This is an optimization exercise on Yosys and OpenROAD, whose aim is small area, not a production implementation.
The RTL was checked by simulation tests, not by an equivalence proof against the original design.
Power is estimated from default activity; no workload was simulated.

JK:
// psfc
module psfc (
    input  logic        clk,
    input  logic        rst,
    input  logic [7:0]  bus_addr,
    input  logic        bus_wr,
    input  logic        bus_rd,
    input  logic [31:0] bus_wdata,
    output logic [31:0] bus_rdata,
    output logic        irq,
    output logic [7:0]  tx_data,
    output logic        tx_valid,
    input  logic        tx_ready,
    input  logic [7:0]  rx_data,
    input  logic        rx_valid,
    output logic        rx_ready,
    input  logic        lnk_err
);
==> flow/config.mk <==
export PLATFORM = sky130hd
export DESIGN_NAME = psfc
export DESIGN_NICKNAME = psfc
export VERILOG_FILES = /design/flow/design.v
export SDC_FILE = /design/flow/constraint.sdc
export NUM_CORES = 4
export LEC_CHECK = 0
export CAP_MARGIN = 30
export CORE_MARGIN = 2
export CORE_UTILIZATION = 36
export CTS_CLUSTER_DIAMETER = 100
export CTS_CLUSTER_SIZE = 20
export PLACE_DENSITY = 0.5
export SLEW_MARGIN = 25
==> flow/constraint.sdc <==
create_clock -name core_clock -period 25.0 [get_ports {clk}]
set_input_delay 5.0000 -clock core_clock [delete_from_list [all_inputs] [get_ports {clk}]]
set_output_delay 5.0000 -clock core_clock [all_outputs]
set_load 0.01 [all_outputs]
run.sh (not shown) runs the stock make flow with config.mk's settings and CLKGATE_MAP_FILE= SYNTH_SCRIPT=/design/flow/synth_recipe.tcl, a recipe that flattens the netlist after the stock synthesis.
Both conditions hold for JK: the flow ran to the end and the final layout passed the timing, DRC and antenna checks.
> inputs changed (JK -> MS)
--- a/flow/design.v
+++ b/flow/design.v
@@ -425,20 +425,18 @@
     end
     wire [7:0] bld_chk = tsumo;
     wire [7:0] snext   = tsumo;
     wire        nrst  = !rst;
     wire        clr   = rst || do_start;                
     wire [31:0] wz    = bus_wdata & {32{nrst}};
-    wire [31:0] wzc   = bus_wdata & {32{!clr}};
+    wire [31:0] wzx   = bus_wdata & {32{nrst && !do_build && !do_start}};
     wire [31:0] wz500 = (bus_wdata & {32{nrst}}) | (32'd500 & {32{rst}});
     wire        build_q = do_build && nrst;
     wire        pay_q   = do_build && !is_raw && nrst;
-    wire [31:0] wzp   = bus_wdata & {32{!(rst || pay_q)}};
-    wire [31:0] wzb   = bus_wdata & {32{nrst && !do_build}};
     wire        rx_store_q = rx_store && !clr;
-    wire [31:0] rx_col = rx_store_q ? {4{rx_data}} : wzc;     
+    wire [31:0] rx_col = rx_store_q ? {4{rx_data}} : wzx;     
     wire        w1c   = bus_wr && (wa == A_STATUS);
     wire hw_cfg  = host_wr && (wa == A_CFG);
     wire hw_dev  = host_wr && (wa == A_DEV_ADDR);
     wire hw_arg  = host_wr && (wa == A_ARG);
     wire hw_pln  = host_wr && (wa == A_PAYLEN);
     wire hw_rln  = host_wr && (wa == A_RXLEN);
@@ -471,13 +469,13 @@
         if (rst || hw_from) ramp_from   <= wz;
         if (rst || hw_to)   ramp_to     <= wz;
         if (rst || hw_step) ramp_step   <= wz500;
         if (rst || hw_off)  ramp_offset <= wz;
         if (rst || hw_set)  settle      <= wz;
         if (rst || hw_pln || pay_q) paylen <= pay_q ? bld_len : wz[4:0];
-        if (clr || hw_rln || rx_store) rxlen <= (rx_store && !clr) ? rxlen_nx : wzc[4:0];
+        if (clr || hw_rln || rx_store) rxlen <= (rx_store && !clr) ? rxlen_nx : wzx[4:0];
         pv <= nrst && (pv || ramp_acc);
         rv <= nrst && (rv || do_unpack);
         dv <= nrst && (dv || dec_good);
         cv <= nrst && (cv || do_dec || do_val);
         if (ramp_acc || ramp_rec) ramp_pos <= rs_v;
         ramp_cnt <= (ramp_cnt + {31'd0, ramp_rec}) & {32{!(rst || ramp_acc)}};
@@ -507,29 +505,29 @@
     genvar gk;
     generate
         for (gk = 0; gk < 7; gk++) begin : g_word
             localparam int W = (gk == 6) ? 16 : 32;
             wire tx_we = rst || build_q || (wr_tx && wa[2:0] == 3'(gk));
             always_ff @(posedge clk)
-                if (tx_we) txbuf[32*gk +: W] <= (bld_frame[32*gk +: W] & bq_mask[32*gk +: W]) | wzb[W-1:0];
+                if (tx_we) txbuf[32*gk +: W] <= (bld_frame[32*gk +: W] & bq_mask[32*gk +: W]) | wzx[W-1:0];
         end
         for (gk = 0; gk < 26; gk++) begin : g_rxbyte
             wire st_i = rx_store && (rxlen == 5'(gk));
             wire rx_we = clr || st_i || (wr_rx && wa[2:0] == 3'(gk / 4));
             always_ff @(posedge clk)
                 if (rx_we) rxbuf[8*gk +: 8] <= rx_col[8*(gk % 4) +: 8];
         end
         for (gk = 0; gk < 6; gk++) begin : g_payword
             localparam int W = (gk == 5) ? 16 : 32;
             wire pb_we = rst || pay_q || (host_wr && wa == 6'h30 + 6'(gk));
             if (gk == 0) begin : g_lo
                 always_ff @(posedge clk)
-                    if (pb_we) paybuf[31:0] <= lo32g | wzp;
+                    if (pb_we) paybuf[31:0] <= lo32g | wzx;
             end else begin : g_hi
                 always_ff @(posedge clk)
-                    if (pb_we) paybuf[32*gk +: W] <= wzp[W-1:0];
+                    if (pb_we) paybuf[32*gk +: W] <= wzx[W-1:0];
             end
         end
     endgenerate
     always_ff @(posedge clk) begin
         if (do_start)                                txidx <= 5'd0;
         else if (st == S_TX && tx_ready && !lnk_err) txidx <= txidx + 5'd1;
==> results.txt <==
- Looking at the reports, MS completed the entire flow and the layout it produced met the timing, DRC and antenna checks.
- Sort JK and MS by shortest clock period the worst path allows after layout asc -> top: JK
- The higher portion of netlist area occupied by mux cells came out of MS.
- Delta (MS minus JK): via count -1481; count of placed standard cells including taps -142; combinational share of power -0.9 points; synthesized cell count -2.3%.
- Going from JK to MS, utilization went up by 0.29 points; share of the final layout cell area in sequential cells went up by 0.16 points; number of buffers created by CTS went down by 1.3%; part of the power in the clock network went down by 0.3 points.

==> static timing again, ports no longer ideal <==
The results above use ideal ports. As a check the final layouts listed here were re-extracted and re-timed, cells and wires unchanged. Step 1 sets driving cells, clkbuf_16 on the clock port and buf_2 on the other inputs (assumed; they add their load-dependent delay and slew). Step 2, shift: input delay + t, output delay - t, t = (earliest + latest rising clock arrival at the registers) / 2. This alone moves slack from input paths to output paths. a / b / c = ideal ports / drivers / drivers and shift; a / b = the first two.
run | t (ns) | setup slack, ns | clock arrival spread, ns | worst slew at a driven data input, ns | pins driven straight from the clock port
JK | 0.881 | 2.048 / 2.048 / 2.048 | 0.049 / 0.049 | 0.09 | 1
MS | 0.875 | 1.323 / 1.323 / 1.323 | 0.057 / 0.057 | 0.10 | 1
After both steps setup and hold are still met in every run listed.
